From an optimization exercise on the open Yosys and OpenROAD flow, aimed at a short achievable clock period and few clock cycles; shortcuts taken in it are not production practice.
In this exercise RTL edits were held to simulation tests only and were not proved equivalent to the original.
Power figures rest on the tool's default switching activity, not on a simulated workload.

### flow/flow/run.sh
#!/bin/bash
set -euo pipefail
export SETUP_SLACK_MARGIN=6.4
export BUFFER_PORTS_ARGS="-buffer_cell sky130_fd_sc_hd__buf_4"
bash standard.sh > standard.log 2>&1
### flow/standard.sh
#!/bin/bash
# synth_recipe.tcl (not shown) runs the flow's synth.tcl, then flattens the netlist and writes it again
# the make line also repeats each setting of config.mk as NAME=value (left out here)
make -C /OpenROAD-flow-scripts/flow DESIGN_CONFIG=/design/flow/config.mk WORK_HOME=/design/flow/orfs CLKGATE_MAP_FILE= SYNTH_SCRIPT=/design/flow/synth_recipe.tcl "${@:-finish}"
### flow/config.mk
export PLATFORM = sky130hd
export DESIGN_NAME = rafb_top
export DESIGN_NICKNAME = rafb_top
export VERILOG_FILES = /design/flow/design.v
export SDC_FILE = /design/flow/constraint.sdc
export NUM_CORES = 4
export LEC_CHECK = 0
export CAP_MARGIN = 20
export CORE_MARGIN = 2
export CORE_UTILIZATION = 40
export SLEW_MARGIN = 20
export TNS_END_PERCENT = 20
### flow/constraint.sdc
create_clock -name core_clock -period 9.0 [get_ports {clk}]
set_input_delay 1.8000 -clock core_clock [delete_from_list [all_inputs] [get_ports {clk}]]
set_output_delay 1.8000 -clock core_clock [all_outputs]
set_load 0.01 [all_outputs]
### flow/design.v
module rafb_top (
    input  wire        clk,
    input  wire        rst,
    input  wire        cmd_valid,
    output wire        cmd_ready,
    input  wire [31:0] cmd_data,
    output wire        rsp_valid,
    input  wire        rsp_ready,
    output wire [7:0]  rsp_data,
    output wire        frm_valid,
    input  wire        frm_ready,
    output wire [7:0]  frm_data,
    output wire        frm_first,
    output wire [7:0]  frm_pages,
    output wire [7:0]  frm_width,
    output wire [7:0]  pos_x,
    output wire [7:0]  pos_y,
    output wire        dir,
    output wire [3:0]  step,
    output wire        mode,
    output wire        ind_manual,
    output wire        ind_auto,
    output wire        pos_changed,
    output reg         mem_en,
    output reg         mem_we,
    output reg  [9:0]  mem_addr,
    output reg  [7:0]  mem_wdata,
    input  wire [7:0]  mem_rdata
);
    localparam [7:0] OP_SETPX   = 8'h01, OP_GETPX  = 8'h02, OP_FILL    = 8'h03,
                     OP_DRAWSQ  = 8'h04, OP_ERASESQ = 8'h05, OP_DRAWX  = 8'h06,
                     OP_DRAWCH  = 8'h07, OP_DRAWSTR = 8'h08, OP_PRESENT = 8'h09,
                     OP_MVUP    = 8'h10, OP_MVDOWN = 8'h11, OP_MVLEFT  = 8'h12,
                     OP_MVRIGHT = 8'h13, OP_SETMODE = 8'h14, OP_TICK   = 8'h15,
                     OP_RENDER  = 8'h16, OP_CMD    = 8'h20, OP_RDREG   = 8'h30;
    localparam [3:0] S_IDLE = 4'd0,    
                     S_DEC  = 4'd1,    
                     S_DRAW = 4'd2,    
                     S_LD   = 4'd3,    
                     S_FRM  = 4'd4,    
                     S_GET  = 4'd5,    
                     S_RSP  = 4'd6,    
                     S_STR  = 4'd7,    
                     S_LD1  = 4'd8;    
    localparam [1:0] K_SQ = 2'd0, K_CH = 2'd1, K_CX = 2'd2, K_SP = 2'd3;
    function [24:0] glyph_code;
        input [5:0] c;
        begin
            case (c)
            6'd1: glyph_code = 25'h1e294be;
            6'd2: glyph_code = 25'h0aad6bf;
            6'd3: glyph_code = 25'h118c62e;
            6'd4: glyph_code = 25'h0e8c63f;
            6'd5: glyph_code = 25'h11ad6bf;
            6'd6: glyph_code = 25'h01294bf;
            6'd7: glyph_code = 25'h0dac62e;
            6'd8: glyph_code = 25'h1f2109f;
            6'd9: glyph_code = 25'h118fe31;
            6'd10: glyph_code = 25'h017c608;
            6'd11: glyph_code = 25'h008a89f;
            6'd12: glyph_code = 25'h108421f;
            6'd13: glyph_code = 25'h1f1105f;
            6'd14: glyph_code = 25'h1f4105f;
            6'd15: glyph_code = 25'h0e8c62e;
            6'd16: glyph_code = 25'h02294bf;
            6'd17: glyph_code = 25'h164d62e;
            6'd18: glyph_code = 25'h12694bf;
            6'd19: glyph_code = 25'h09ad6b2;
            6'd20: glyph_code = 25'h010fc21;
            6'd21: glyph_code = 25'h0f8420f;
            6'd22: glyph_code = 25'h0744107;
            6'd23: glyph_code = 25'h1f4111f;
            6'd24: glyph_code = 25'h1151151;
            6'd25: glyph_code = 25'h0117041;
            6'd26: glyph_code = 25'h119d731;
            6'd48: glyph_code = 25'h0e9d72e;
            6'd49: glyph_code = 25'h0087e40;
            6'd50: glyph_code = 25'h12ad6b9;
            6'd51: glyph_code = 25'h0aad6b1;
            6'd52: glyph_code = 25'h04f9087;
            6'd53: glyph_code = 25'h09ad6b7;
            6'd54: glyph_code = 25'h08ad6ae;
            6'd55: glyph_code = 25'h0119721;
            6'd56: glyph_code = 25'h0aad6aa;
            6'd57: glyph_code = 25'h0ead6a2;
            default: glyph_code = 25'h0;
            endcase
        end
    endfunction
    function [24:0] glyph_of;
        input [7:0] ch;
        begin
            if (ch[7:5] == 3'b010 || ch[7:5] == 3'b001)
                glyph_of = glyph_code(ch[5:0]);
            else
                glyph_of = 25'h0;
        end
    endfunction
    reg [3:0]  state;
    reg        rdy_r;
    reg [31:0] cmd_r;
    reg        rsp_v_r;
    reg [7:0]  rsp_r;
    reg [2:0]  get_bit;
    reg [7:0]  px_r, py_r, prevx_r, prevy_r;
    reg        dir_r, mode_r, nmode_r, pc_r;
    reg [3:0]  step_r;
    wire [7:0] op = cmd_r[31:24];
    wire [7:0] fa = cmd_r[23:16];
    wire [7:0] fb = cmd_r[15:8];
    wire [7:0] fc = cmd_r[7:0];
    assign cmd_ready   = rdy_r;
    assign rsp_valid   = rsp_v_r;
    assign rsp_data    = rsp_r;
    assign frm_pages   = 8'd8;
    assign frm_width   = 8'd128;
    assign pos_x       = px_r;
    assign pos_y       = py_r;
    assign dir         = dir_r;
    assign step        = step_r;
    assign mode        = mode_r;
    assign ind_manual  = nmode_r;
    assign ind_auto    = mode_r;
    assign pos_changed = pc_r;
    reg        g_act;
    reg        g_sq;           
    reg        g_v;            
    reg [8:0]  g_col;          
    reg        g_cok;          
    reg [7:0]  g_rem;          
    reg        g_lc;           
    reg [3:0]  g_pc;           
    reg [2:0]  g_p0, g_p1;     
    reg        g_pf, g_pl;     
    reg [7:0]  g_mf, g_ml;     
    reg        g_h;            
    reg        g_twoh;         
    reg [3:0]  g_pb;           
    reg [2:0]  g_ys;           
    reg [1:0]  g_kind;
    reg [24:0] g_gl;           
    reg [7:0]  g_clo, g_chi;   
    reg [15:0] g_sd, g_sm;     
    reg        pl_sq, pl_ch, pl_cx;
    reg        pl_v;
    reg [1:0]  pl_kind;
    reg [7:0]  pl_x, pl_y, pl_s;
    reg [24:0] pl_gl;
    reg [7:0]  pl_pat, pl_msk;
    reg        pm_act;
    reg [7:0]  pm_rem;
    reg [2:0]  pm_p1;
    reg [7:0]  pm_mf, pm_ml;
    reg        pm_twoh;
    reg [1:0]  q_n;
    reg [9:0]  q0_a, q1_a;
    reg [7:0]  q0_m, q1_m, q0_d, q1_d;
    reg        q0_ok, q1_ok;
    reg        lv;
    reg [9:0]  la;
    reg [7:0]  lm, ld;
    reg [7:0]  rq;
    reg        p1_fr, p1_first, p1_last, p1_get, p1_k, p1_kv, p1_miss;
    reg        p2_fr, p2_first, p2_last, p2_get, p2_k, p2_kv, p2_miss;
    reg        p3_fr, p3_first, p3_last, p3_get, p3_k, p3_kv, p3_miss;
    reg [9:0]  p1_ma, p2_ma, p3_ma;       
    reg [7:0]  p1_mm, p2_mm, p3_mm;
    reg [7:0]  p1_md, p2_md, p3_md;
    reg        fr_act, fr_all;
    reg [9:0]  fr_a;
    reg [2:0]  fr_out;         
    reg        fz;             
    reg [3:0]  fo_blk, fn_blk;
    reg [2:0]  fo_pg, fn_pg;
    reg        ov, of, ol;
    reg [7:0]  od;
    reg [7:0]  f_d [0:3];
    reg        f_f [0:3];
    reg        f_l [0:3];
    reg [1:0]  f_wp, f_rp;
    reg [2:0]  f_n;
    assign frm_valid = ov;
    assign frm_data  = od;
    assign frm_first = of;
    reg [31:0] w_q0, w_q1;     
    reg        w_wp, w_rp;
    reg [1:0]  w_n;
    reg [6:0]  w_left;         
    reg [7:0]  s_left;         
    reg [1:0]  s_bi;           
    reg [7:0]  s_x;            
    reg [8:0]  s_y;
    reg        s_full;         
    reg [1:0]  c_n;            
    reg [24:0] c0_gl, c1_gl;
    reg [6:0]  c0_x, c1_x;
    reg [5:0]  c0_y, c1_y;
    wire [7:0]  g_opm = g_sq ? ((g_pf ? g_mf : 8'hFF) & (g_pl ? g_ml : 8'hFF))
                             : (g_h ? g_sm[15:8] : g_sm[7:0]);
    wire [7:0]  g_opd = g_sq ? {8{g_v}} : (g_h ? g_sd[15:8] : g_sd[7:0]);
    wire [9:0]  g_opa = {g_col[6:0], g_pc[2:0]};
    wire        g_ok  = g_sq || (g_cok && !g_pc[3] && g_opm != 8'd0);
    wire        g_last = g_lc && (g_sq ? g_pl : (!g_twoh || g_h));
    wire        g_step = g_act && (q_n != 2'd2);
    wire        g_free = !g_act || (g_step && g_last);
    wire        q_push = g_step;
    wire [24:0] g_gl_n  = g_gl >> 5;
    wire [7:0]  g_clo_n = g_clo << 1;
    wire [7:0]  g_chi_n = g_chi >> 1;
    wire [7:0]  g_pat_n = (g_kind == K_CH) ? {3'd0, g_gl_n[4:0]} : (g_clo_n | g_chi_n);
    wire [7:0]  g_msk_n = (g_kind == K_CH) ? 8'h1F : (g_clo_n | g_chi_n);
    wire [9:0]  g_col_n = g_col + 9'd1;
    wire       ret     = p3_miss;         
    wire [7:0] r_merge = (rq & ~p3_mm) | (p3_md & p3_mm);
    wire       l_full  = (lm == 8'hFF);
    wire       l_go    = lv && !ret;
    wire       l_wr    = l_go && l_full;
    wire       l_rd    = l_go && !l_full;
    wire       l_free  = !lv || l_go;
    wire       q_pop   = (q_n != 2'd0) && l_free;
    wire       drained = !g_act && (q_n == 2'd0) && !lv &&
                         !p1_miss && !p2_miss && !p3_miss;
    wire fr_issue = fr_act && !fr_all && (fr_out < 3'd5);
    wire fr_pop   = ov && frm_ready;
    wire fr_adv   = !ov || frm_ready;    
    wire [7:0] fr_byte = p3_k ? {8{p3_kv}} : rq;
    wire fr_new   = fz && (fr_a[9:6] == fn_blk) && (fr_a[2:0] == fn_pg);
    wire fr_old   = fz && (fr_a[9:6] == fo_blk) && (fr_a[2:0] == fo_pg);
    wire fr_k     = fr_new || fr_old;
    wire get_issue = (state == S_DEC) && (op == OP_GETPX) && (fa < 8'd128) && (fb < 8'd64);
    reg [7:0] reg_val;
    always @(*) begin
        case (fc)
            8'd0:  reg_val = px_r;
            8'd1:  reg_val = py_r;
            8'd2:  reg_val = prevx_r;
            8'd3:  reg_val = prevy_r;
            8'd4:  reg_val = {7'd0, dir_r};
            8'd5:  reg_val = {4'd0, step_r};
            8'd6:  reg_val = {7'd0, mode_r};
            8'd7:  reg_val = {5'd0, pc_r, mode_r, ~mode_r};
            8'd8:  reg_val = 8'h80;
            8'd9:  reg_val = 8'h40;
            8'd10: reg_val = 8'h08;
            default: reg_val = 8'h00;
        endcase
    end
    wire       up_ok    = !(py_r < 8'd16);
    wire       down_ok  = !(py_r > 8'd48);
    wire       left_ok  = !(px_r < 8'd16);
    wire       right_ok = !(px_r > 8'd104);
    reg        mxp, mxm, myp, mym;      
    reg        ndir, nmode;
    reg  [3:0] nstep;
    always @(*) begin
        mxp = 1'b0; mxm = 1'b0; myp = 1'b0; mym = 1'b0;
        ndir = dir_r; nmode = mode_r; nstep = step_r;
        case (op)
            OP_MVUP:    mym = up_ok;
            OP_MVDOWN:  myp = down_ok;
            OP_MVLEFT:  mxm = left_ok;
            OP_MVRIGHT: mxp = right_ok;
            OP_SETMODE: nmode = fc[0];
            OP_TICK: if (mode_r) begin
                if (step_r < 4'd14) begin
                    if (!dir_r) mxp = right_ok;
                    else        mxm = left_ok;
                    nstep = step_r + 4'd1;
                end else begin
                    ndir  = ~dir_r;
                    nstep = 4'd0;
                    myp   = down_ok;
                end
            end
            OP_CMD: begin
                case (fc)
                8'd0: begin nmode = 1'b0; mym = up_ok;    end
                8'd1: begin nmode = 1'b0; mxm = left_ok;  end
                8'd2: begin nmode = 1'b0; mxp = right_ok; end
                8'd3: begin nmode = 1'b0; myp = down_ok;  end
                8'd4: nmode = 1'b1;
                default: ;
                endcase
            end
            default: ;
        endcase
    end
    wire [7:0] nx = mxp ? px_r + 8'd8 : mxm ? px_r - 8'd8 : px_r;
    wire [7:0] ny = myp ? py_r + 8'd8 : mym ? py_r - 8'd8 : py_r;
    reg        ex0, exp, exm, ey0, eyp, eym;
    wire       n_same = (mxp ? exp : mxm ? exm : ex0) && (myp ? eyp : mym ? eym : ey0);
    wire        d_fill = (op == OP_FILL);
    wire        d_sq   = d_fill || (op == OP_DRAWSQ) || (op == OP_ERASESQ);
    wire [7:0]  d_x    = d_fill ? 8'd0 : fa;
    wire [7:0]  d_y    = d_fill ? 8'd0 : fb;
    wire [7:0]  d_s    = d_fill ? 8'd128 : fc;
    wire [8:0]  p_e    = {1'b0, pl_y} + {1'b0, pl_s} - 9'd1;
    wire [8:0]  p_xr   = 9'd127 - {1'b0, pl_x};
    wire [1:0]  d_kind = (op == OP_DRAWCH) ? K_CH : (op == OP_DRAWX) ? K_CX : K_SP;
    wire [24:0] d_gl   = glyph_of(fc);
    wire [7:0]  d_pat  = (op == OP_DRAWCH) ? {3'd0, d_gl[4:0]} : (op == OP_DRAWX) ? 8'h81 : {7'd0, fc[0]};
    wire [7:0]  d_msk  = (op == OP_DRAWCH) ? 8'h1F : (op == OP_DRAWX) ? 8'h81 : 8'h01;
    wire [31:0] w_head  = w_rp ? w_q1 : w_q0;
    wire [7:0]  s_ch    = w_head[s_bi*8 +: 8];
    wire        s_wrapn = ({1'b0, s_x} + 9'd10 > 9'd128);
    wire [8:0]  s_yn    = s_wrapn ? s_y + 9'd5 : s_y;
    wire        s_wrap0 = ({1'b0, fa} + 9'd5 > 9'd128);
    wire [8:0]  s_y0    = s_wrap0 ? {1'b0, fb} + 9'd5 : {1'b0, fb};
    wire        s_go    = (w_n != 2'd0) && (s_left != 8'd0) && (c_n != 2'd2);
    wire        s_pop   = s_go && (s_bi == 2'd3 || s_left == 8'd1);
    wire        c_push  = s_go && !s_full;
    wire [24:0] s_gl    = glyph_of(s_ch);
    wire [15:0] c0_sd   = {11'd0, c0_gl[4:0]} << c0_y[2:0];
    wire [15:0] c0_sm   = 16'h001F << c0_y[2:0];
    wire        a_take  = (c_n != 2'd0) && g_free && (state == S_STR);
    wire        w_take  = rdy_r && cmd_valid && (state == S_STR);
    integer q;
    always @(posedge clk) begin
        rq <= mem_rdata;
        ex0 <= (px_r == prevx_r);
        exp <= (px_r + 8'd8 == prevx_r);
        exm <= (px_r - 8'd8 == prevx_r);
        ey0 <= (py_r == prevy_r);
        eyp <= (py_r + 8'd8 == prevy_r);
        eym <= (py_r - 8'd8 == prevy_r);
        pl_sq    <= d_sq;
        pl_ch    <= (op == OP_DRAWCH);
        pl_cx    <= (op == OP_DRAWX);
        pl_v     <= (op != OP_ERASESQ) && (!d_fill || fc[0]);
        pl_kind  <= d_kind;
        pl_x     <= d_x;
        pl_y     <= d_y;
        pl_s     <= d_s;
        pl_gl    <= d_gl;
        pl_pat   <= d_pat;
        pl_msk   <= d_msk;
        pm_rem   <= !pl_sq ? (pl_ch ? 8'd4 : pl_cx ? 8'd7 : 8'd0)
                  : ({1'b0, pl_s} - 9'd1 < p_xr) ? pl_s - 8'd1 : p_xr[7:0];
        pm_p1    <= (p_e >= 9'd64) ? 3'd7 : p_e[5:3];
        pm_mf    <= 8'hFF << pl_y[2:0];
        pm_ml    <= (p_e >= 9'd64) ? 8'hFF : (8'hFF >> (3'd7 - p_e[2:0]));
        pm_twoh  <= pl_ch ? (pl_y[2:0] > 3'd3) : pl_cx ? (pl_y[2:0] != 3'd0) : 1'b0;
        pm_act   <= (!pl_sq || pl_s != 8'd0) && (pl_x < 8'd128) && (pl_y < 8'd64);
        if (g_step) begin
            if (g_last) begin
                g_act <= 1'b0;
            end else if (g_sq) begin
                if (g_pl) begin
                    g_col <= g_col_n[8:0];
                    g_rem <= g_rem - 8'd1;
                    g_lc  <= (g_rem == 8'd1);
                    g_pc  <= {1'b0, g_p0};
                    g_pf  <= 1'b1;
                    g_pl  <= (g_p0 == g_p1);
                end else begin
                    g_pc  <= g_pc + 4'd1;
                    g_pf  <= 1'b0;
                    g_pl  <= (g_pc[2:0] + 3'd1 == g_p1);
                end
            end else begin
                if (g_twoh && !g_h) begin
                    g_h  <= 1'b1;
                    g_pc <= g_pc + 4'd1;
                end else begin
                    g_h   <= 1'b0;
                    g_pc  <= g_pb;
                    g_col <= g_col_n[8:0];
                    g_cok <= (g_col_n < 10'd128);
                    g_rem <= g_rem - 8'd1;
                    g_lc  <= (g_rem == 8'd1);
                    g_gl  <= g_gl_n;
                    g_clo <= g_clo_n;
                    g_chi <= g_chi_n;
                    g_sd  <= {8'd0, g_pat_n} << g_ys;
                    g_sm  <= {8'd0, g_msk_n} << g_ys;
                end
            end
        end
        if (state == S_LD) begin
            g_sq    <= pl_sq;
            g_v     <= pl_v;
            g_kind  <= pl_kind;
            g_col   <= {1'b0, pl_x};
            g_cok   <= 1'b1;
            g_rem   <= pm_rem;
            g_lc    <= (pm_rem == 8'd0);
            g_pc    <= {1'b0, pl_y[5:3]};
            g_p0    <= pl_y[5:3];
            g_p1    <= pm_p1;
            g_pf    <= 1'b1;
            g_pl    <= (pl_y[5:3] == pm_p1);
            g_mf    <= pm_mf;
            g_ml    <= pm_ml;
            g_h     <= 1'b0;
            g_twoh  <= pm_twoh;
            g_pb    <= {1'b0, pl_y[5:3]};
            g_ys    <= pl_y[2:0];
            g_gl    <= pl_gl;
            g_clo   <= 8'h01;
            g_chi   <= 8'h80;
            g_sd    <= {8'd0, pl_pat} << pl_y[2:0];
            g_sm    <= {8'd0, pl_msk} << pl_y[2:0];
            g_act   <= pm_act;
        end
        if (a_take) begin
            g_sq    <= 1'b0;
            g_kind  <= K_CH;
            g_col   <= {2'b0, c0_x};
            g_cok   <= 1'b1;
            g_rem   <= 8'd4;
            g_lc    <= 1'b0;
            g_pc    <= {1'b0, c0_y[5:3]};
            g_h     <= 1'b0;
            g_twoh  <= (c0_y[2:0] > 3'd3);
            g_pb    <= {1'b0, c0_y[5:3]};
            g_ys    <= c0_y[2:0];
            g_gl    <= c0_gl;
            g_sd    <= c0_sd;
            g_sm    <= c0_sm;
            g_act   <= 1'b1;
        end
        if (q_pop) begin
            if (q_n == 2'd2) begin
                q0_a <= q1_a; q0_m <= q1_m; q0_d <= q1_d; q0_ok <= q1_ok;
            end
            if (q_push && q_n == 2'd1) begin
                q0_a <= g_opa; q0_m <= g_opm; q0_d <= g_opd; q0_ok <= g_ok;
            end
            if (q_push && q_n == 2'd2) begin
                q1_a <= g_opa; q1_m <= g_opm; q1_d <= g_opd; q1_ok <= g_ok;
            end
        end else if (q_push) begin
            if (q_n == 2'd0) begin
                q0_a <= g_opa; q0_m <= g_opm; q0_d <= g_opd; q0_ok <= g_ok;
            end else begin
                q1_a <= g_opa; q1_m <= g_opm; q1_d <= g_opd; q1_ok <= g_ok;
            end
        end
        q_n <= q_n + {1'b0, q_push} - {1'b0, q_pop};
        if (q_pop) begin
            lv   <= q0_ok;
            la   <= q0_a;
            lm   <= q0_m;
            ld   <= q0_d;
        end else if (l_free) begin
            lv   <= 1'b0;
        end
        p1_fr    <= 1'b0;
        p1_get   <= 1'b0;
        p1_miss  <= 1'b0;
        p1_k     <= fr_k;
        p1_kv    <= fr_new;
        p1_first <= (fr_a == 10'd0);
        p1_last  <= (fr_a == 10'd1023);
        p1_ma    <= la;
        p1_mm    <= lm;
        p1_md    <= ld;
        if (ret) begin
            mem_en    <= 1'b1;
            mem_we    <= 1'b1;
            mem_addr  <= p3_ma;
            mem_wdata <= r_merge;
        end else if (l_wr) begin
            mem_en    <= 1'b1;
            mem_we    <= 1'b1;
            mem_addr  <= la;
            mem_wdata <= ld;
        end else if (l_rd) begin
            mem_en    <= 1'b1;
            mem_we    <= 1'b0;
            mem_addr  <= la;
            p1_miss   <= 1'b1;
        end else if (fr_issue) begin
            mem_en    <= 1'b1;
            mem_we    <= fr_k;
            mem_addr  <= fr_a;
            mem_wdata <= {8{fr_new}};
            p1_fr     <= 1'b1;
        end else if (get_issue) begin
            mem_en    <= 1'b1;
            mem_we    <= 1'b0;
            mem_addr  <= {fa[6:0], fb[5:3]};
            p1_get    <= 1'b1;
        end else begin
            mem_en    <= 1'b0;
            mem_we    <= 1'b0;
        end
        p2_fr    <= p1_fr;
        p2_first <= p1_first;
        p2_last  <= p1_last;
        p2_get   <= p1_get;
        p2_k     <= p1_k;
        p2_kv    <= p1_kv;
        p2_miss  <= p1_miss;
        p2_ma    <= p1_ma;
        p2_mm    <= p1_mm;
        p2_md    <= p1_md;
        p3_fr    <= p2_fr;
        p3_first <= p2_first;
        p3_last  <= p2_last;
        p3_get   <= p2_get;
        p3_k     <= p2_k;
        p3_kv    <= p2_kv;
        p3_miss  <= p2_miss;
        p3_ma    <= p2_ma;
        p3_mm    <= p2_mm;
        p3_md    <= p2_md;
        if (fr_issue) begin
            fr_a <= fr_a + 10'd1;
            if (fr_a == 10'd1023) fr_all <= 1'b1;
        end
        fr_out <= (ov && frm_ready) ? fr_out + {2'd0, fr_issue} - 3'd1
                                    : fr_out + {2'd0, fr_issue};
        if (fr_adv) begin
            if (f_n != 3'd0) begin
                ov <= 1'b1;
                od <= f_d[f_rp];
                of <= f_f[f_rp];
                ol <= f_l[f_rp];
            end else if (p3_fr) begin
                ov <= 1'b1;
                od <= fr_byte;
                of <= p3_first;
                ol <= p3_last;
            end else begin
                ov <= 1'b0;
            end
        end
        if (p3_fr) begin
            f_d[f_wp] <= fr_byte;
            f_f[f_wp] <= p3_first;
            f_l[f_wp] <= p3_last;
        end
        if (p3_fr && (!fr_adv || f_n != 3'd0))
            f_wp <= f_wp + 2'd1;
        if (fr_adv && f_n != 3'd0)
            f_rp <= f_rp + 2'd1;
        f_n <= fr_adv ? ((f_n != 3'd0) ? f_n - 3'd1 + {2'd0, p3_fr} : 3'd0)
                      : f_n + {2'd0, p3_fr};
        if (state == S_STR && rdy_r) begin
            if (w_wp) w_q1 <= cmd_data;
            else      w_q0 <= cmd_data;
        end
        if (w_take) w_wp <= !w_wp;
        if (s_pop)  w_rp <= !w_rp;
        w_n <= w_n + {1'b0, w_take} - {1'b0, s_pop};
        if (s_go) begin
            s_left <= s_left - 8'd1;
            s_bi   <= s_bi + 2'd1;
            if (s_pop) s_bi <= 2'd0;
            if (!s_full) begin
                s_x    <= s_wrapn ? 8'd0 : s_x + 8'd5;
                s_y    <= s_yn;
                s_full <= (s_yn + 9'd5 > 9'd64);
            end
        end
        if (a_take) begin
            if (c_n == 2'd2) begin
                c0_gl <= c1_gl; c0_x <= c1_x; c0_y <= c1_y;
            end
            if (c_push && c_n == 2'd1) begin
                c0_gl <= s_gl; c0_x <= s_x[6:0]; c0_y <= s_y[5:0];
            end
            if (c_push && c_n == 2'd2) begin
                c1_gl <= s_gl; c1_x <= s_x[6:0]; c1_y <= s_y[5:0];
            end
        end else if (c_push) begin
            if (c_n == 2'd0) begin
                c0_gl <= s_gl; c0_x <= s_x[6:0]; c0_y <= s_y[5:0];
            end else begin
                c1_gl <= s_gl; c1_x <= s_x[6:0]; c1_y <= s_y[5:0];
            end
        end
        c_n <= c_n + {1'b0, c_push} - {1'b0, a_take};
        case (state)
        S_IDLE: begin
            cmd_r <= cmd_data;
            if (cmd_valid) begin
                rdy_r <= 1'b0;
                state <= S_DEC;
            end
        end
        S_DEC: begin
            px_r    <= nx;
            py_r    <= ny;
            dir_r   <= ndir;
            step_r  <= nstep;
            mode_r  <= nmode;
            nmode_r <= ~nmode;
            pc_r    <= !n_same;
            state   <= S_IDLE;
            rdy_r   <= 1'b1;
            case (op)
            OP_SETPX, OP_FILL, OP_DRAWSQ, OP_ERASESQ, OP_DRAWX, OP_DRAWCH: begin
                state <= S_LD1; rdy_r <= 1'b0;
            end
            OP_GETPX: begin
                get_bit <= fb[2:0];
                rdy_r   <= 1'b0;
                if (fa < 8'd128 && fb < 8'd64) begin
                    state <= S_GET;
                end else begin
                    rsp_r   <= 8'd0;
                    rsp_v_r <= 1'b1;
                    state   <= S_RSP;
                end
            end
            OP_DRAWSTR: if (fc != 8'd0) begin
                w_left <= fc[7:2] + {5'd0, fc[1:0] != 2'd0};
                s_left <= fc;
                s_bi   <= 2'd0;
                s_x    <= s_wrap0 ? 8'd0 : fa;
                s_y    <= s_y0;
                s_full <= (s_y0 + 9'd5 > 9'd64);
                state  <= S_STR;
            end
            OP_PRESENT: begin
                fr_act <= 1'b1;
                fr_all <= 1'b0;
                fr_a   <= 10'd0;
                fz     <= 1'b0;
                state  <= S_FRM; rdy_r <= 1'b0;
            end
            OP_RENDER: if (pc_r) begin
                fr_act   <= 1'b1;
                fr_all   <= 1'b0;
                fr_a     <= 10'd0;
                fz       <= 1'b1;
                fo_blk   <= prevx_r[6:3];
                fo_pg    <= prevy_r[5:3];
                fn_blk   <= px_r[6:3];
                fn_pg    <= py_r[5:3];
                prevx_r  <= px_r;
                prevy_r  <= py_r;
                pc_r     <= 1'b0;
                state    <= S_FRM; rdy_r <= 1'b0;
            end
            OP_RDREG: begin
                rsp_r   <= reg_val;
                rsp_v_r <= 1'b1;
                state   <= S_RSP; rdy_r <= 1'b0;
            end
            default: ;
            endcase
        end
        S_LD1: state <= S_LD;
        S_LD: state <= S_DRAW;
        S_DRAW: if (drained) begin
            rdy_r <= 1'b1;
            state <= S_IDLE;
        end
        S_FRM: if (fr_pop && ol) begin
            fr_act <= 1'b0;
            rdy_r  <= 1'b1;
            state  <= S_IDLE;
        end
        S_GET: if (p3_get) begin
            rsp_r   <= {7'd0, rq[get_bit]};
            rsp_v_r <= 1'b1;
            state   <= S_RSP;
        end
        S_RSP: if (rsp_ready) begin
            rsp_v_r <= 1'b0;
            rdy_r   <= 1'b1;
            state   <= S_IDLE;
        end
        S_STR: begin
            if (w_take) w_left <= w_left - 7'd1;
            rdy_r <= w_take ? (w_left != 7'd1) && (w_n == 2'd0)
                            : (w_left != 7'd0) && (w_n != 2'd2);
            if (s_left == 8'd0 && c_n == 2'd0 && drained) begin
                rdy_r <= 1'b1;
                state <= S_IDLE;
            end
        end
        default: state <= S_IDLE;
        endcase
        if (rst) begin
            state    <= S_IDLE;
            rdy_r    <= 1'b1;
            rsp_v_r  <= 1'b0;
            px_r     <= 8'd8;
            py_r     <= 8'd8;
            prevx_r  <= 8'd8;
            prevy_r  <= 8'd8;
            dir_r    <= 1'b0;
            step_r   <= 4'd0;
            mode_r   <= 1'b0;
            nmode_r  <= 1'b1;
            pc_r     <= 1'b0;
            g_act    <= 1'b0;
            q_n      <= 2'd0;
            lv       <= 1'b0;
            mem_en   <= 1'b0;
            mem_we   <= 1'b0;
            fr_act   <= 1'b0;
            fr_all   <= 1'b0;
            fr_out   <= 3'd0;
            fz       <= 1'b0;
            p1_fr    <= 1'b0;
            p1_get   <= 1'b0;
            p1_miss  <= 1'b0;
            p2_fr    <= 1'b0;
            p2_get   <= 1'b0;
            p2_miss  <= 1'b0;
            p3_fr    <= 1'b0;
            p3_get   <= 1'b0;
            p3_miss  <= 1'b0;
            ov       <= 1'b0;
            f_wp     <= 2'd0;
            f_rp     <= 2'd0;
            f_n      <= 3'd0;
            w_wp     <= 1'b0;
            w_rp     <= 1'b0;
            w_n      <= 2'd0;
            w_left   <= 7'd0;
            s_left   <= 8'd0;
            c_n      <= 2'd0;
        end
    end
endmodule
==> impl_metrics.json, run 1 <==
{
  "status": "timing/DRC/antenna clean",
  "critPathArrivalTime_ns": 3.45,
  "crit_path_end_kind": "register",
  "io_pins": 126,
  "cp_num_buf_inv": 5,
  "min_path_cells": 0,
  "wl_met1_um": 44830,
  "start_util_pct": 40.41,
  "antenna_found_initial": 4,
  "setup_tns_ns": 0,
  "critPathSlowestCell": "mux4_2",
  "maxCapViolations": 0,
  "min_to": "p3_ma[1]$_DFF_P_",
  "grt_usage_pct": 21.68,
  "synth_fa_ha_area_share_pct": 3.055,
  "port-buffer-count": 103,
  "hold_class": "register to register",
  "synth_xor_area_share_pct": 3.111,
  "synthesis.area_um2": 35710,
  "crit_path_start": "s_bi[0]$_DFF_P_",
  "synth_area_leaders": "edfxtp_1, dfxtp_1, nand2_1",
  "ys_seq_area_share_pct": 56.09,
  "die_w_um": 302.8,
  "relSlewSlack_pct": 30.84,
  "finalCritPeriodShare_pct": 34.20,
  "drt-total-wl_um": 104700,
  "ff2ff_setup_slack_ns": 5.92,
  "min-delay-start": "p2_ma[1]$_DFF_P_",
  "ant_nets": 0,
  "grt_pass1_wl_um": 154000,
  "hold_viol_final": 0,
  "max_freq_ghz": 0.3249,
  "grt_pass1_vias": 25533,
  "clock-sinks": 785,
  "grt_max_degree": 66,
  "num_rows": 109,
  "synth-compound-area-share_pct": 12.92,
  "postCtsHoldBufs": 0,
  "core_area_um2": 88370,
  "rr_endpoint": "c0_gl[14]$_DFFE_PP_",
  "wl_per_cell_um": 21.66,
  "cpLargestDelayFamily": "multiplexers",
  "muxShareOfSynthArea_pct": 6.552,
  "synth_top_area_cell": "edfxtp_1",
  "setup_viol": 0,
  "cp.required_ns": 9.38,
  "path_clk_slew_ns": 0.06,
  "die_area_um2": 91680,
  "n_antenna_cell": 0,
  "powerDensity_nw_per_um2": 204.0,
  "crit_path_start_kind": "register",
  "async_reset_ff_share_pct": 0,
  "netlist_instances": 3307,
  "gp_congestion": 0.9043,
  "wl_met3_um": 7946,
  "vias": 27602,
  "met2_length_um": 47220,
  "path_common_cell": "buf_12",
  "peakVddDrop_mv": 0.1785,
  "holdWs_ns": 0.3229,
  "multiInputGateArea_um2": 16480,
  "top_layer": "met5",
  "crit_chain": "buf_12 -> mux4_2 -> mux2i_4 -> buf_6 -> buf_12 -> buf_12 -> ha_4 -> buf_6 -> nand2_4 -> a21oi_4 -> o32ai_4 -> o22ai_2 -> mux2_4",
  "yosysWarnings": 1,
  "worstPathMaxFanout": 7,
  "ys_ff_latch": 785,
  "synth.avg_cell_area_um2": 10.80,
  "viasPerCell": 5.708,
  "cts_buffers": 81,
  "synth-simple-area-share_pct": 14.42,
  "clkLatencyLatePin_ns": 0.65,
  "synth_top_cell_area_share_pct": 36.24,
  "fillers": 7680,
  "cts.path.max_buffers": 3,
  "worstSetupPathType": "register to register",
  "cts_tree": "built",
  "finalNetCount": 3733,
  "fin_crit_ns": 3.078,
  "drtIter0Drc": 2818,
  "worst-r2r-cell-count": 13,
  "first_pass_iters": 6,
  "ys.flop_type": "edfxtp_1",
  "rr_startpoint": "s_bi[0]$_DFF_P_",
  "tightest_slew_ns": 1.033,
  "area_growth_pct": 26.46,
  "dieHeight_um": 302.8,
  "drc": 0,
  "synth_edf_count": 431,
  "drive_above_1_share_pct": 26.78,
  "clock_skew_ns": 0.02636,
  "cts-root-buf": "clkbuf_16",
  "cpPeakStageDelay_ns": 0.51,
  "regArea_um2": 20140,
  "rsz0062_at_grt": "yes",
  "overflow": 0,
  "power_leakage_uw": 0.01662,
  "dp_hpwl_um": 63130,
  "final_max_slew_viol_count": 0,
  "htree_levels": 3,
  "synth_top_family_by_area": "simple AND/OR/NAND/NOR gates",
  "synth_cell_type_count": 100
}
[routing by layer]
layer / track usage (%) / up-vias
met5: 0 / -
met4: 8.703 / 2
met3: 3.366 / 368
met2: 33.80 / 1374
met1: 30.29 / 13229
li1: - / 12629
[Yosys cell counts (62+ instances only)]
library cell,n
edfxtp_1,431
a21oi_1,229
nand2_1,376
nand3_1,74
nor2_1,265
clkbuf_1,147
o21ai_0,151
xnor2_1,72
mux2_2,75
and2_1,62
ha_1,84
inv_1,99
dfxtp_1,354
nor3_1,69
[sequential cells by signal, indices dropped and copies added (netlist names), 9 cells and up, named ones only]
name      cells
cmd_r        32
f_d          32
w_q0         32
w_q1         32
c0_gl        25
c1_gl        25
g_gl         20
pl_gl        20
g_sd         15
g_sm         12
fr_a         10
la           10
mem_addr     10
p1_ma        10
p2_ma        10
p3_ma        10
q0_a         10
q1_a         10
g_col         9
s_y           9
[worst reg2reg max path, cell delays in order (launching register included)]
cell and delay, ns:
dfxtp_4 0.37, buf_12 0.11, mux4_2 0.51, mux2i_4 0.19, buf_6 0.15, buf_12 0.10, buf_12 0.09, ha_4 0.25
buf_6 0.15, nand2_4 0.07, a21oi_4 0.06, o32ai_4 0.33, o22ai_2 0.16, mux2_4 0.28
[cell families after synthesis]
logic type / Yosys count
and+or+nand+nor: 1081
DFF: 785
AOI/OAI and AO/OA: 729
buffers and inverters: 327
muxes: 171
xor gates and xnor gates: 126
adders and majority gates: 86
other: 2
[layout by cell type (no fill, tap or decap), types with 22 or more instances in the layout]
master,n
xnor2_1,70
conb_1,22
nand2_1,345
a211oi_1,36
o211ai_1,27
nand3_1,64
mux2_2,56
xor2_1,52
a31oi_1,48
and2_1,62
nor2b_1,35
inv_1,85
dfxtp_4,27
o21ai_0,134
clkbuf_16,85
nor3_1,58
mux2_4,27
buf_4,281
ha_1,66
edfxtp_1,431
mux4_2,38
a21oi_1,198
mux2i_1,42
dfxtp_1,320
nor2_1,238
nand4_1,33
a21oi_2,23
buf_6,86
[area by class of cell]
cell class	instances	share of cell area [%]
inverters	103	1.014
multi-input cells	2227	36.50
clock inverters	37	1.061
flip-flops and latches	785	44.60
repair inverters	3	0.04710
repair buffers	401	8.384
well taps	1165	3.228
clock buffers	115	5.167
[report_power, final]
part	internal [uW]	switching (uW)
clock	2090	1430
combinational	519	671
sequential	4290	217
total	6890	2320
[worst max-delay path by stage]
stage / depth (start not counted) / endpoint
global route: 13 / c0_gl[21]$_DFFE_PP_
detailed placement: 11 / c0_gl[0]$_DFFE_PP_
finish: 13 / c0_gl[14]$_DFFE_PP_
global placement: 6 / g_gl[8]$_DFFE_PP_
floorplan: 8 / register
CTS: 1 / rsp_data[0]
[metrics by stage]
stage / instance area [um^2] / power (uW) / util, % / instances / setup WS (ns)
2_1_floorplan: 35980 / 5209 / - / 3327 / 5.761
3_3_place_gp: 37480 / 5548 / 42.41 / 4407 / 5.118
3_5_place_dp: 37480 / 5567 / 42.41 / 4407 / 5.045
4_1_cts: 43340 / 9175 / 49.04 / 4733 / 5.960
5_1_grt: 45160 / 9574 / 51.10 / 4836 / 5.879
6_report: 45160 / 9214 / 51.10 / 4836 / 5.922
[what timing repair did]
item	4_1_cts	5_1_grt
endpoints found under the setup margin	578	557
resized for setup	374	217
setup buffers	153	99
pin swaps	104	66
gates cloned	21	4
Testbench counts, summed over its fixed seeds: cycles 283,261.
==> run 2, diff against run 1 <==
--- a/flow/design.v
+++ b/flow/design.v
@@ -191,6 +191,10 @@
     reg [7:0]  s_x;            
     reg [8:0]  s_y;
     reg        s_full;         
+    reg        a_v;            
+    reg [7:0]  a_ch;
+    reg [6:0]  a_x;
+    reg [5:0]  a_y;
     reg [1:0]  c_n;            
     reg [24:0] c0_gl, c1_gl;
     reg [6:0]  c0_x, c1_x;
@@ -203,7 +207,6 @@
     wire        g_last = g_lc && (g_sq ? g_pl : (!g_twoh || g_h));
     wire        g_step = g_act && (q_n != 2'd2);
     wire        g_free = !g_act || (g_step && g_last);
-    wire        q_push = g_step;
     wire [24:0] g_gl_n  = g_gl >> 5;
     wire [7:0]  g_clo_n = g_clo << 1;
     wire [7:0]  g_chi_n = g_chi >> 1;
@@ -218,6 +221,8 @@
     wire       l_rd    = l_go && !l_full;
     wire       l_free  = !lv || l_go;
     wire       q_pop   = (q_n != 2'd0) && l_free;
+    wire       g_to_l  = (q_n == 2'd0) && l_free && g_step;
+    wire       q_push  = g_step && !g_to_l;
     wire       drained = !g_act && (q_n == 2'd0) && !lv &&
                          !p1_miss && !p2_miss && !p3_miss;
     wire fr_issue = fr_act && !fr_all && (fr_out < 3'd5);
@@ -306,10 +311,11 @@
     wire [8:0]  s_yn    = s_wrapn ? s_y + 9'd5 : s_y;
     wire        s_wrap0 = ({1'b0, fa} + 9'd5 > 9'd128);
     wire [8:0]  s_y0    = s_wrap0 ? {1'b0, fb} + 9'd5 : {1'b0, fb};
-    wire        s_go    = (w_n != 2'd0) && (s_left != 8'd0) && (c_n != 2'd2);
+    wire        a_to_q  = a_v && (c_n != 2'd2);
+    wire        s_go    = (w_n != 2'd0) && (s_left != 8'd0) && (!a_v || a_to_q);
     wire        s_pop   = s_go && (s_bi == 2'd3 || s_left == 8'd1);
-    wire        c_push  = s_go && !s_full;
-    wire [24:0] s_gl    = glyph_of(s_ch);
+    wire        c_push  = a_to_q;
+    wire [24:0] s_gl    = glyph_of(a_ch);
     wire [15:0] c0_sd   = {11'd0, c0_gl[4:0]} << c0_y[2:0];
     wire [15:0] c0_sm   = 16'h001F << c0_y[2:0];
     wire        a_take  = (c_n != 2'd0) && g_free && (state == S_STR);
@@ -442,6 +448,11 @@
             la   <= q0_a;
             lm   <= q0_m;
             ld   <= q0_d;
+        end else if (g_to_l) begin
+            lv   <= g_ok;
+            la   <= g_opa;
+            lm   <= g_opm;
+            ld   <= g_opd;
         end else if (l_free) begin
             lv   <= 1'b0;
         end
@@ -455,31 +466,25 @@
         p1_ma    <= la;
         p1_mm    <= lm;
         p1_md    <= ld;
+        mem_addr  <= ret ? p3_ma : (l_wr || l_rd) ? la : fr_issue ? fr_a : {fa[6:0], fb[5:3]};
+        mem_wdata <= ret ? r_merge : l_wr ? ld : {8{fr_new}};
         if (ret) begin
             mem_en    <= 1'b1;
             mem_we    <= 1'b1;
-            mem_addr  <= p3_ma;
-            mem_wdata <= r_merge;
         end else if (l_wr) begin
             mem_en    <= 1'b1;
             mem_we    <= 1'b1;
-            mem_addr  <= la;
-            mem_wdata <= ld;
         end else if (l_rd) begin
             mem_en    <= 1'b1;
             mem_we    <= 1'b0;
-            mem_addr  <= la;
             p1_miss   <= 1'b1;
         end else if (fr_issue) begin
             mem_en    <= 1'b1;
             mem_we    <= fr_k;
-            mem_addr  <= fr_a;
-            mem_wdata <= {8{fr_new}};
             p1_fr     <= 1'b1;
         end else if (get_issue) begin
             mem_en    <= 1'b1;
             mem_we    <= 1'b0;
-            mem_addr  <= {fa[6:0], fb[5:3]};
             p1_get    <= 1'b1;
         end else begin
             mem_en    <= 1'b0;
@@ -548,27 +553,33 @@
             s_left <= s_left - 8'd1;
             s_bi   <= s_bi + 2'd1;
             if (s_pop) s_bi <= 2'd0;
+            a_v <= !s_full;
             if (!s_full) begin
+                a_ch   <= s_ch;
+                a_x    <= s_x[6:0];
+                a_y    <= s_y[5:0];
                 s_x    <= s_wrapn ? 8'd0 : s_x + 8'd5;
                 s_y    <= s_yn;
-                s_full <= (s_yn + 9'd5 > 9'd64);
+                s_full <= s_wrapn && (s_y > 9'd54);
             end
+        end else if (a_to_q) begin
+            a_v <= 1'b0;
         end
         if (a_take) begin
             if (c_n == 2'd2) begin
                 c0_gl <= c1_gl; c0_x <= c1_x; c0_y <= c1_y;
             end
             if (c_push && c_n == 2'd1) begin
-                c0_gl <= s_gl; c0_x <= s_x[6:0]; c0_y <= s_y[5:0];
+                c0_gl <= s_gl; c0_x <= a_x; c0_y <= a_y;
             end
             if (c_push && c_n == 2'd2) begin
-                c1_gl <= s_gl; c1_x <= s_x[6:0]; c1_y <= s_y[5:0];
+                c1_gl <= s_gl; c1_x <= a_x; c1_y <= a_y;
             end
         end else if (c_push) begin
             if (c_n == 2'd0) begin
-                c0_gl <= s_gl; c0_x <= s_x[6:0]; c0_y <= s_y[5:0];
+                c0_gl <= s_gl; c0_x <= a_x; c0_y <= a_y;
             end else begin
-                c1_gl <= s_gl; c1_x <= s_x[6:0]; c1_y <= s_y[5:0];
+                c1_gl <= s_gl; c1_x <= a_x; c1_y <= a_y;
             end
         end
         c_n <= c_n + {1'b0, c_push} - {1'b0, a_take};
@@ -668,7 +679,7 @@
             if (w_take) w_left <= w_left - 7'd1;
             rdy_r <= w_take ? (w_left != 7'd1) && (w_n == 2'd0)
                             : (w_left != 7'd0) && (w_n != 2'd2);
-            if (s_left == 8'd0 && c_n == 2'd0 && drained) begin
+            if (s_left == 8'd0 && !a_v && c_n == 2'd0 && drained) begin
                 rdy_r <= 1'b1;
                 state <= S_IDLE;
             end
@@ -716,6 +727,7 @@
             w_left   <= 7'd0;
             s_left   <= 8'd0;
             c_n      <= 2'd0;
+            a_v      <= 1'b0;
         end
     end
 endmodule
==> run 2 against run 1 <==
Power grew 6.8%; clock power grew 4%; flip-flop and latch count rose by 47; highest routed layer unchanged; still clean on timing, DRC and antenna.
==> impl_metrics.json, run 2 <==
{
  "grt_max_degree": 89,
  "netlist_instances": 3427,
  "synthTopCellsByCount": "edfxtp_1, dfxtp_1, nand2_1",
  "dieHeight_um": 307.9,
  "synth.avg_cell_area_um2": 10.78,
  "critPathArrivalTime_ns": 3.55,
  "area_growth_pct": 23.13,
  "wl_per_cell_um": 20.79,
  "die_w_um": 307.9,
  "dp_hpwl_um": 64390,
  "hold_viol_final": 0,
  "start_util_pct": 40.30,
  "ys.flop_type": "edfxtp_1",
  "worstPathMaxFanout": 13,
  "worst-r2r-cell-count": 10,
  "place_ws_ns": 4.874,
  "hold_class": "register to register",
  "io_pins": 126,
  "ant_nets": 0,
  "worstSetupPathType": "register to register",
  "vias": 27366,
  "placed_cells": 4539,
  "crit_path_end_kind": "register",
  "wl_met1_um": 45040,
  "grt_usage_pct": 20.50,
  "drc": 0,
  "ys_ff_latch": 832,
  "final_max_slew_viol_count": 0,
  "tightest_slew_ns": 1.063,
  "overflow": 0,
  "synth-compound-area-share_pct": 12.23,
  "status": "timing/DRC/antenna clean",
  "final_common_cell": "edfxtp_1",
  "multiInputGateArea_um2": 16020,
  "grt_pass1_wl_um": 152000,
  "port-buffer-count": 103,
  "finalCritPeriodShare_pct": 33.11,
  "path_clk_slew_ns": 0.06,
  "clock-sinks": 832,
  "finalNetCount": 3796,
  "synth-simple-area-share_pct": 14.10,
  "maxCapViolations": 0,
  "peakVddDrop_mv": 0.1717,
  "rr_startpoint": "s_bi[0]$_DFF_P_",
  "regArea_um2": 21120,
  "clock_skew_ns": 0.02131,
  "setup_viol": 0,
  "cpPeakStageDelay_ns": 0.52,
  "muxShareOfSynthArea_pct": 6.510,
  "ff2ff_setup_slack_ns": 6.02,
  "synthMostInstantiatedCell": "edfxtp_1",
  "max_freq_ghz": 0.3356,
  "crit_path_start_kind": "register",
  "cts_tree": "built",
  "power_leakage_uw": 0.01702,
  "drt-total-wl_um": 102300,
  "layout_common_cells": "edfxtp_1, nand2_1, dfxtp_1",
  "synth_cell_type_count": 94,
  "synth_top_family_by_area": "simple AND/OR/NAND/NOR gates",
  "rsz0062_at_grt": "yes",
  "cts-root-buf": "clkbuf_16",
  "drtIter0Drc": 2794,
  "synth_xor_area_share_pct": 3.130,
  "crit_chain": "buf_6 -> mux4_2 -> mux2_4 -> or4_4 -> nand2_4 -> buf_12 -> inv_16 -> a221o_1 -> or3_1 -> a31oi_1",
  "yosysWarnings": 1,
  "num_rows": 111,
  "die_area_um2": 94800,
  "crit_path_start": "s_bi[0]$_DFF_P_",
  "synthesis.area_um2": 36940,
  "fin_ws_ns": 6.020,
  "top_layer": "met5",
  "drive_above_1_share_pct": 24.17,
  "cp.required_ns": 9.57,
  "setup_tns_ns": 0,
  "synth_top_area_cell": "edfxtp_1",
  "met2_length_um": 47300,
  "first_pass_iters": 6,
  "synth_fa_ha_area_share_pct": 3.055,
  "grt_pass1_vias": 25237,
  "synth_area_leaders": "edfxtp_1, dfxtp_1, nand2_1",
  "synth_edf_count": 434,
  "critPathSlowestCell": "or4_4",
  "clkLatencyLatePin_ns": 0.65,
  "core_area_um2": 91660,
  "wl_met3_um": 6737,
  "ys_seq_area_share_pct": 56.85,
  "synth_top_cell_area_share_pct": 35.28,
  "fillers": 8110,
  "fin_crit_ns": 2.980,
  "powerDensity_nw_per_um2": 216.4,
  "power_uw": 9845,
  "viasPerCell": 5.559,
  "cts_buffers": 86,
  "relSlewSlack_pct": 29.10,
  "gp_congestion": 0.9077,
  "htree_levels": 3,
  "antenna_found_initial": 4,
  "layout.cells.non_filler": 4923,
  "async_reset_ff_share_pct": 0,
  "cts.path.max_buffers": 3
}
[run 2: cell type report]
class / instances / area share [%]
multi-input cells: 2254 / 35.22
repair buffers: 354 / 7.364
clock inverters: 50 / 1.177
inverters: 132 / 1.285
repair inverters: 2 / 0.03026
clock buffers: 112 / 5.237
flip-flops and latches: 832 / 46.42
diodes: 1 / 0.005501
well taps: 1186 / 3.262
[run 2: repair_timing]
| item | in CTS | in global routing |
|---|---|---|
| gates resized for setup | 225 | 248 |
| cloned | 12 | 7 |
| pin swaps | 47 | 61 |
| setup endpoints to repair | 526 | 502 |
| hold buffers | 0 | 0 |
| buffers inserted | 87 | 115 |
[run 2: how the worst min path moves through the flow]
stage | end | cells after the start | from | slack [ns]
6_report | p3_md[7]$_DFF_P_ | 0 | p2_md[7]$_DFF_P_ | 0.32
5_1_grt | p2_mm[5]$_DFF_P_ | 0 | p1_mm[5]$_DFF_P_ | 0.33
4_1_cts | p3_md[7]$_DFF_P_ | 0 | p2_md[7]$_DFF_P_ | 0.32
3_5_place_dp | p3_last$_DFF_P_ | 0 | p2_last$_DFF_P_ | 0.31
3_3_place_gp | p3_md[2]$_DFF_P_ | 0 | p2_md[2]$_DFF_P_ | 0.31
2_1_floorplan | p2_first$_DFF_P_ | 0 | p1_first$_DFF_P_ | 0.31
[run 2: logic make-up (layout without fill, tap and decap cells)]
| family | Yosys count | in the layout |
|---|---|---|
| DFF | 832 | 832 |
| buffers and inverters | 367 | 650 |
| muxes | 190 | 191 |
| AOI/OAI and AO/OA | 728 | 729 |
| xor gates and xnor gates | 132 | 132 |
| and+or+nand+nor | 1087 | 1091 |
| other | 2 | 23 |
| adders and majority gates | 89 | 89 |
[run 2: power breakdown]
part	switching, uW	internal, uW
Sequential	244	4540
Clock	1550	2120
Combinational	828	565
Total	2620	7230
[run 2: metrics by stage]
step	hold slack, ns	utilization [%]	area (um^2)
floorplan	0.3096	-	37200
global placement	0.3095	42.22	38700
detailed placement	0.3121	42.22	38700
CTS	0.3207	47.38	43430
global route	0.3268	49.62	45480
finish	0.3166	49.62	45490
[run 2: per-layer routing]
| metal | track usage, % | up-vias |
|---|---|---|
| met5 | 0 | - |
| met4 | 5.683 | 2 |
| met3 | 3.532 | 254 |
| met2 | 32.61 | 1067 |
| met1 | 28.80 | 13265 |
| li1 | - | 12778 |
[run 2: critical path, delay by kind of cell, from the launching register on]
| kind | cells | cell delay, ns |
|---|---|---|
| muxes | 2 | 0.79 |
| and+or+nand+nor | 3 | 0.97 |
| DFF | 1 | 0.37 |
| buffers and inverters | 3 | 0.31 |
| AOI/OAI and AO/OA | 2 | 0.49 |
Testbench counts of run 2, summed over its fixed seeds: cycles 282,960.
==> run 3, diff against run 2 <==
--- a/flow/config.mk
+++ b/flow/config.mk
@@ -8,5 +8,7 @@
 export CAP_MARGIN = 20
 export CORE_MARGIN = 2
 export CORE_UTILIZATION = 40
+export CTS_CLUSTER_DIAMETER = 100
+export CTS_CLUSTER_SIZE = 25
 export SLEW_MARGIN = 20
 export TNS_END_PERCENT = 20
==> run 3 against run 2 <==
Critical path depth fell by 9; global-route usage is 0.45 points lower; routed wire length is 0.87% lower; via count is 0.77% lower; first-iteration DRC count grew 7.8%; synthesized cell count stayed put; sequential power barely moved; clock skew up 0.0082 ns; count of clock-buffer cells in the layout down 45; final cell count fell by 1.3%; area after synthesis unchanged; power is 16% lower; largest cell class unchanged; highest routed layer unchanged.
==> impl_metrics.json, run 3 <==
{
  "status": "timing/DRC/antenna clean",
  "crit_path_end_kind": "primary output",
  "p_comb_share_pct": 17.1,
  "netlist_instances": 3427,
  "grt_pass1_vias": 24656,
  "gp_congestion": 0.9077,
  "peakVddDrop_mv": 0.1351,
  "crit_path_start_kind": "register",
  "wl_met1_um": 45180,
  "drtIter0Drc": 3013,
  "synthMostInstantiatedCell": "edfxtp_1",
  "drc": 0,
  "synth-compound-area-share_pct": 12.23,
  "synth.avg_cell_area_um2": 10.78,
  "synth_cell_type_count": 94,
  "layout_common_cells": "edfxtp_1, nand2_1, dfxtp_1",
  "cell_internal_pwr_uw": 5965,
  "swShare_pct": 27.52,
  "worst-r2r-cell-count": 13,
  "pwr-share-clk_pct": 24.9,
  "wl_per_cell_um": 20.88,
  "clock_skew_ns": 0.02954,
  "fin_crit_ns": 2.951,
  "ff2ff_setup_slack_ns": 6.07,
  "switching_power_uw": 2265,
  "top_layer": "met5",
  "ys_seq_area_share_pct": 56.85,
  "cts-root-buf": "clkbuf_16",
  "start_util_pct": 40.30,
  "max_freq_ghz": 0.3388,
  "area_growth_pct": 19.14,
  "hold_viol_final": 0,
  "async_reset_ff_share_pct": 0,
  "grt_pass1_wl_um": 149100,
  "ys_ff_latch": 832,
  "rr_startpoint": "s_bi[0]$_DFF_P_",
  "relSlewSlack_pct": 28.79,
  "min-delay-start": "p1_mm[6]$_DFF_P_",
  "dieHeight_um": 307.9,
  "ant_nets": 0,
  "grt_usage_pct": 20.05,
  "overflow": 0,
  "synth_top_cell_area_share_pct": 35.28,
  "min_path_cells": 0,
  "core_area_um2": 91660,
  "dp_hpwl_um": 64390,
  "p_seq_share_pct": 58.0,
  "viasPerCell": 5.587,
  "port-buffer-count": 103,
  "num_rows": 111,
  "htree_levels": 2,
  "die_w_um": 307.9,
  "min_to": "p2_mm[6]$_DFF_P_",
  "synth_edf_count": 434,
  "place_ws_ns": 4.874,
  "fin_ws_ns": 6.049,
  "met2_length_um": 46650,
  "clock-sinks": 832,
  "hold_class": "register to register",
  "critPathArrivalTime_ns": 1.15,
  "ys.flop_type": "edfxtp_1",
  "synth_top_area_cell": "edfxtp_1",
  "synthTopCellsByCount": "edfxtp_1, dfxtp_1, nand2_1",
  "vias": 27155,
  "powerDensity_nw_per_um2": 187.0,
  "synth-simple-area-share_pct": 14.10,
  "die_area_um2": 94800,
  "cp_num_buf_inv": 1,
  "critPathSlowestCell": "edfxtp_1",
  "cts.path.max_buffers": 3,
  "finalCritPeriodShare_pct": 32.79,
  "cpPeakStageDelay_ns": 0.41,
  "setup_viol": 0,
  "grt_max_degree": 89,
  "io_pins": 126,
  "synth_area_leaders": "edfxtp_1, dfxtp_1, nand2_1",
  "cp.required_ns": 7.20,
  "finalNetCount": 3776,
  "synthesis.area_um2": 36940,
  "synth_top_family_by_area": "simple AND/OR/NAND/NOR gates",
  "worstPathMaxFanout": 1,
  "wl_met3_um": 6452,
  "muxShareOfSynthArea_pct": 6.510,
  "synth_fa_ha_area_share_pct": 3.055,
  "rsz0062_at_grt": "yes",
  "drive_above_1_share_pct": 22.65,
  "path_clk_slew_ns": 0.10,
  "first_pass_iters": 6,
  "cts_tree": "built",
  "power_leakage_uw": 0.01632,
  "postCtsHoldBufs": 0,
  "worstSetupPathType": "register to primary output",
  "final_common_cell": "edfxtp_1",
  "synth_xor_area_share_pct": 3.130,
  "clkLatencyLatePin_ns": 0.61,
  "drt-total-wl_um": 101500,
  "maxCapViolations": 0,
  "setup_tns_ns": 0,
  "yosysWarnings": 1,
  "cts_buffers": 39,
  "final_max_slew_viol_count": 0,
  "crit_chain": "buf_6",
  "tightest_slew_ns": 1.068,
  "antenna_found_initial": 6,
  "cpLargestDelayFamily": "flip-flops"
}
-- run 3: cell counts after synthesis --
Identical to the previous run, type by type.
-- run 3: layer usage --
metal / vias up / global-route usage [%]
li1: 12703 / -
met1: 13187 / 28.72
met2: 1046 / 31.99
met3: 217 / 2.563
met4: 2 / 5.389
met5: - / 0
-- run 3: kinds of logic after synthesis --
family | count (synthesis)
flip-flops | 832
other | 2
multiplexers | 190
buffers and inverters | 367
AO/OA/AOI/OAI | 728
XOR/XNOR | 132
AND/OR/NAND/NOR | 1087
adder cells (fa/ha/maj) | 89
-- run 3: cell type report --
type / instances / area (um^2)
inverters: 132 / 579.3
fillers: 8270 / 47650
flip-flops and latches: 832 / 21120
repair buffers: 380 / 3638
diodes: 1 / 2.502
clock inverters: 5 / 43.79
well taps: 1186 / 1484
repair inverters: 3 / 22.52
multi-input cells: 2254 / 16020
clock buffers: 67 / 1101
-- run 3: metrics by stage --
| step | utilization, % | hold slack [ns] | instance area, um^2 | total power, uW | instances |
|---|---|---|---|---|---|
| 2_1_floorplan | - | 0.3096 | 37200 | 5620 | 3447 |
| 3_3_place_gp | 42.22 | 0.3095 | 38700 | 6047 | 4539 |
| 3_5_place_dp | 42.22 | 0.3121 | 38700 | 6073 | 4539 |
| 4_1_cts | 45.48 | 0.3256 | 41690 | 8131 | 4714 |
| 5_1_grt | 48.01 | 0.3308 | 44010 | 8616 | 4859 |
| 6_report | 48.02 | 0.3274 | 44010 | 8230 | 4860 |
-- run 3: worst reg2reg max path, stage by stage, from the launching register on --
cell	delay [ns]
dfxtp_4	0.39
buf_12	0.12
buf_12	0.09
mux4_2	0.47
mux2_4	0.32
nor4_4	0.14
a21o_2	0.19
buf_12	0.13
ha_4	0.22
buf_12	0.14
o21ai_4	0.06
a21boi_4	0.24
o22ai_4	0.10
o32ai_2	0.24
-- run 3: power groups by stage --
| stage | sequential, uW | clock, uW | combinational [uW] |
|---|---|---|---|
| finish | 4770 | 2050 | 1410 |
| global route | 4830 | 2230 | 1550 |
| CTS | 4790 | 2100 | 1240 |
| detailed placement | 4890 | 0 | 1190 |
| global placement | 4880 | 0 | 1170 |
| floorplan | 4770 | 0 | 851 |
-- run 3: worst max-delay path by stage --
stage / from / end / slack [ns] / cells after the start
5_1_grt: s_bi[0]$_DFF_P_ / register / 5.96 / 13
3_3_place_gp: pl_y[2]$_SDFF_PN0_ / pm_ml[5]$_SDFF_PP1_ / 4.92 / 10
3_5_place_dp: pl_y[2]$_SDFF_PN0_ / pm_p1[2]$_SDFF_PP1_ / 4.87 / 10
6_report: rsp_r[0]$_DFFE_PP_ / rsp_data[0] / 6.05 / 1
4_1_cts: rsp_r[0]$_DFFE_PP_ / rsp_data[0] / 6.01 / 1
2_1_floorplan: cmd_data[0] / register / 5.84 / 7
-- run 3: what timing repair did --
item	4_1_cts	5_1_grt
pin swaps	48	86
gates cloned	11	9
gates resized for setup	228	268
setup buffers	92	136
endpoints found under the setup margin	528	499
==> run 4, diff against run 3 <==
--- a/flow/design.v
+++ b/flow/design.v
@@ -319,7 +319,9 @@
     wire [15:0] c0_sd   = {11'd0, c0_gl[4:0]} << c0_y[2:0];
     wire [15:0] c0_sm   = 16'h001F << c0_y[2:0];
     wire        a_take  = (c_n != 2'd0) && g_free && (state == S_STR);
-    wire        w_take  = rdy_r && cmd_valid && (state == S_STR);
+    wire        w_open  = (state == S_STR) || (state == S_DEC);
+    wire        w_take  = rdy_r && cmd_valid && w_open;
+    wire [6:0]  d_nw    = fc[7:2] + {5'd0, fc[1:0] != 2'd0};
     integer q;
     always @(posedge clk) begin
         rq <= mem_rdata;
@@ -542,7 +544,7 @@
             f_rp <= f_rp + 2'd1;
         f_n <= fr_adv ? ((f_n != 3'd0) ? f_n - 3'd1 + {2'd0, p3_fr} : 3'd0)
                       : f_n + {2'd0, p3_fr};
-        if (state == S_STR && rdy_r) begin
+        if (w_open && rdy_r) begin
             if (w_wp) w_q1 <= cmd_data;
             else      w_q0 <= cmd_data;
         end
@@ -587,7 +589,7 @@
         S_IDLE: begin
             cmd_r <= cmd_data;
             if (cmd_valid) begin
-                rdy_r <= 1'b0;
+                rdy_r <= (cmd_data[31:24] == OP_DRAWSTR) && (cmd_data[7:0] != 8'd0);
                 state <= S_DEC;
             end
         end
@@ -617,7 +619,8 @@
                 end
             end
             OP_DRAWSTR: if (fc != 8'd0) begin
-                w_left <= fc[7:2] + {5'd0, fc[1:0] != 2'd0};
+                w_left <= w_take ? d_nw - 7'd1 : d_nw;
+                rdy_r  <= !w_take || (d_nw != 7'd1);
                 s_left <= fc;
                 s_bi   <= 2'd0;
                 s_x    <= s_wrap0 ? 8'd0 : fa;
==> run 4 against run 3 <==
Routed wire length grew 1.0%; worst setup slack worse by 0.0062 ns; global-route usage is 0.64 points higher; die area grew 0.93%; non-clock buffer count down 17; final area up 1.0%; area after synthesis up 0.95%; sequential share of layout area decreased by 0.49 points; synthesized cell count increased by 2.0%; maximum frequency decreased by 0.21%; critical path type unchanged; critical endpoint unchanged.
==> impl_metrics.json, run 4 <==
{
  "power_leakage_uw": 0.01637,
  "critPathSlowestCell": "edfxtp_1",
  "synth_xor_area_share_pct": 3.100,
  "final_max_slew_viol_count": 0,
  "num_rows": 111,
  "netlist_instances": 3494,
  "place_ws_ns": 4.734,
  "ant_nets": 0,
  "cp_num_buf_inv": 1,
  "first_pass_iters": 6,
  "finalCritPeriodShare_pct": 32.86,
  "vias": 27561,
  "viasPerCell": 5.537,
  "synth_top_family_by_area": "simple AND/OR/NAND/NOR gates",
  "rsz0062_at_grt": "yes",
  "cts-root-buf": "clkbuf_16",
  "grt_pass1_wl_um": 154600,
  "final_common_cell": "edfxtp_1",
  "regArea_um2": 21120,
  "dieHeight_um": 309.3,
  "setup_viol": 0,
  "layout.cells.non_filler": 4978,
  "core_area_um2": 92080,
  "synth_fa_ha_area_share_pct": 3.093,
  "io_pins": 126,
  "yosysWarnings": 1,
  "synthesis.area_um2": 37290,
  "area_growth_pct": 19.24,
  "synth-compound-area-share_pct": 13.25,
  "cts_buffers": 41,
  "swShare_pct": 33.17,
  "fin_crit_ns": 2.957,
  "synthMostInstantiatedCell": "edfxtp_1",
  "cts_tree": "built",
  "muxShareOfSynthArea_pct": 5.898,
  "grt_usage_pct": 20.69,
  "worstPathMaxFanout": 1,
  "synth_top_area_cell": "edfxtp_1",
  "hold_class": "register to register",
  "clock-sinks": 832,
  "finalNetCount": 3840,
  "relSlewSlack_pct": 31.50,
  "postCtsHoldBufs": 0,
  "path_clk_slew_ns": 0.09,
  "synth_cell_type_count": 96,
  "synthTopCellsByCount": "edfxtp_1, nand2_1, dfxtp_1",
  "cts.path.max_buffers": 3,
  "cp.required_ns": 7.20,
  "maxCapViolations": 0,
  "die_area_um2": 95690,
  "critPathArrivalTime_ns": 1.16,
  "ys_seq_area_share_pct": 56.31,
  "drive_above_1_share_pct": 22.28,
  "port-buffer-count": 103,
  "start_util_pct": 40.50,
  "ys.flop_type": "edfxtp_1",
  "htree_levels": 2,
  "async_reset_ff_share_pct": 0,
  "drtIter0Drc": 2987,
  "drc": 0,
  "crit_chain": "buf_6",
  "tightest_slew_ns": 1.027,
  "grt_pass1_vias": 25719,
  "status": "timing/DRC/antenna clean",
  "grt_max_degree": 91,
  "multiInputGateArea_um2": 16460,
  "placed_cells": 4670,
  "gp_congestion": 0.9162,
  "max_freq_ghz": 0.3381,
  "layout_common_cells": "edfxtp_1, nand2_1, dfxtp_1",
  "die_w_um": 309.3,
  "synth_area_leaders": "edfxtp_1, dfxtp_1, nand2_1",
  "synth.avg_cell_area_um2": 10.67,
  "synth-simple-area-share_pct": 14.32,
  "pwr-share-clk_pct": 20.0,
  "fin_ws_ns": 6.043,
  "cpPeakStageDelay_ns": 0.41,
  "drt-total-wl_um": 102500,
  "n_antenna_cell": 0,
  "dp_hpwl_um": 66260,
  "crit_path_end_kind": "primary output",
  "overflow": 0,
  "ys_ff_latch": 832,
  "cpLargestDelayFamily": "flip-flops",
  "worstSetupPathType": "register to primary output",
  "p_comb_share_pct": 30.4,
  "synth_top_cell_area_share_pct": 34.95,
  "crit_path_start_kind": "register",
  "hold_viol_final": 0,
  "cell_internal_pwr_uw": 7081,
  "clock_skew_ns": 0.04442,
  "switching_power_uw": 3514,
  "wl_per_cell_um": 20.59,
  "fillers": 8370,
  "clkLatencyLatePin_ns": 0.63,
  "peakVddDrop_mv": 0.1566,
  "synth_edf_count": 434,
  "p_seq_share_pct": 49.6,
  "powerDensity_nw_per_um2": 238.3,
  "antenna_found_initial": 2,
  "setup_tns_ns": 0
}
run 4: cell count changes after synthesis, sizes merged, moves of 7 or more:
cell,delta
o211ai,+13
nor2b,-11
nand2,+23
clkbuf,-13
nor2,+27
o311ai,+8
nand3,-10
or3,+14
a211oi,+16
o21ai,-11
o22ai,-7
a21oi,+20
mux2,-7
mux2i,-13
run 4: cells by family after synthesis:
| kind of cell | after synthesis |
|---|---|
| DFF | 832 |
| muxes | 170 |
| and+or+nand+nor | 1129 |
| adders and majority gates | 91 |
| buffers and inverters | 359 |
| AOI/OAI and AO/OA | 779 |
| xor gates and xnor gates | 132 |
| other | 2 |
run 4: worst register-to-register path, stage by stage, from the launching register on:
cell      delay [ns]
dfxtp_4         0.38
buf_12          0.13
mux4_2          0.50
mux2_4          0.31
or3_4           0.35
o21ai_4         0.09
buf_12          0.16
buf_12          0.13
buf_12          0.10
buf_6           0.09
nor2_2          0.03
o31ai_2         0.32
o311ai_2        0.15
run 4: layout make-up:
class / count / area share, %
clock buffer: 65 / 2.532
clock inverter: 9 / 0.2279
inverter: 131 / 1.370
multi-input combinational: 2331 / 37.02
sequential: 832 / 47.50
tap: 1243 / 3.497
timing repair buffer: 363 / 7.774
timing repair inverter: 4 / 0.07034
run 4: power groups by stage:
stage	clock network, uW	registers [uW]	logic [uW]
after floorplan	0	5140	1880
after global placement	0	5350	2510
after detailed placement	0	5360	2530
after CTS	2180	5270	2920
after global routing	2300	5330	3520
final	2110	5260	3220
run 4: final timing paths:
kind                                          from                to  cells after the start  slack [ns]
worst max-delay path            rsp_r[0]$_DFFE_PP_       rsp_data[0]                      1        6.04
worst min-delay path              p2_md[0]$_DFF_P_  p3_md[0]$_DFF_P_                      0        0.32
worst max register to register     s_bi[0]$_DFF_P_          register                     12        6.08
worst min register to register    p2_md[0]$_DFF_P_  p3_md[0]$_DFF_P_                      0        0.32
run 4: metrics by stage:
stage / hold WS, ns / total power (uW) / cell area (um^2) / utilization [%]
after global placement: 0.3097 / 7856 / 39140 / 42.50
after detailed placement: 0.3121 / 7893 / 39140 / 42.51
final: 0.3219 / 10600 / 44470 / 48.29
after CTS: 0.3281 / 10370 / 43060 / 46.77
after floorplan: 0.3096 / 7013 / 37530 / -
after global routing: 0.3410 / 11150 / 44470 / 48.29
run 4: what timing repair did:
| action | CTS | global route |
|---|---|---|
| endpoints found under the setup margin | 570 | 507 |
| gates resized for setup | 342 | 168 |
| gates cloned | 21 | 2 |
| pin swaps | 84 | 52 |
| buffers inserted | 122 | 89 |
run 4: layer usage:
| metal | vias up | wire length, um | track usage (%) |
|---|---|---|---|
| met4 | 0 | 3093 | 6.717 |
| met1 | 13386 | 46350 | 29.70 |
| met5 | - | 0 | 0 |
| met2 | 999 | 47110 | 32.71 |
| met3 | 192 | 5957 | 2.268 |
| li1 | 12984 | - | - |
Testbench counts of run 4, summed over its fixed seeds: cycles 282,568.

Setup slack of run 4, layout unchanged: 6.043 ns with ideal ports, 5.984 ns with driving cells assumed (clock clkbuf_16, inputs buf_2), 5.439 ns with port delays also shifted by the 0.658 ns mid clock arrival.
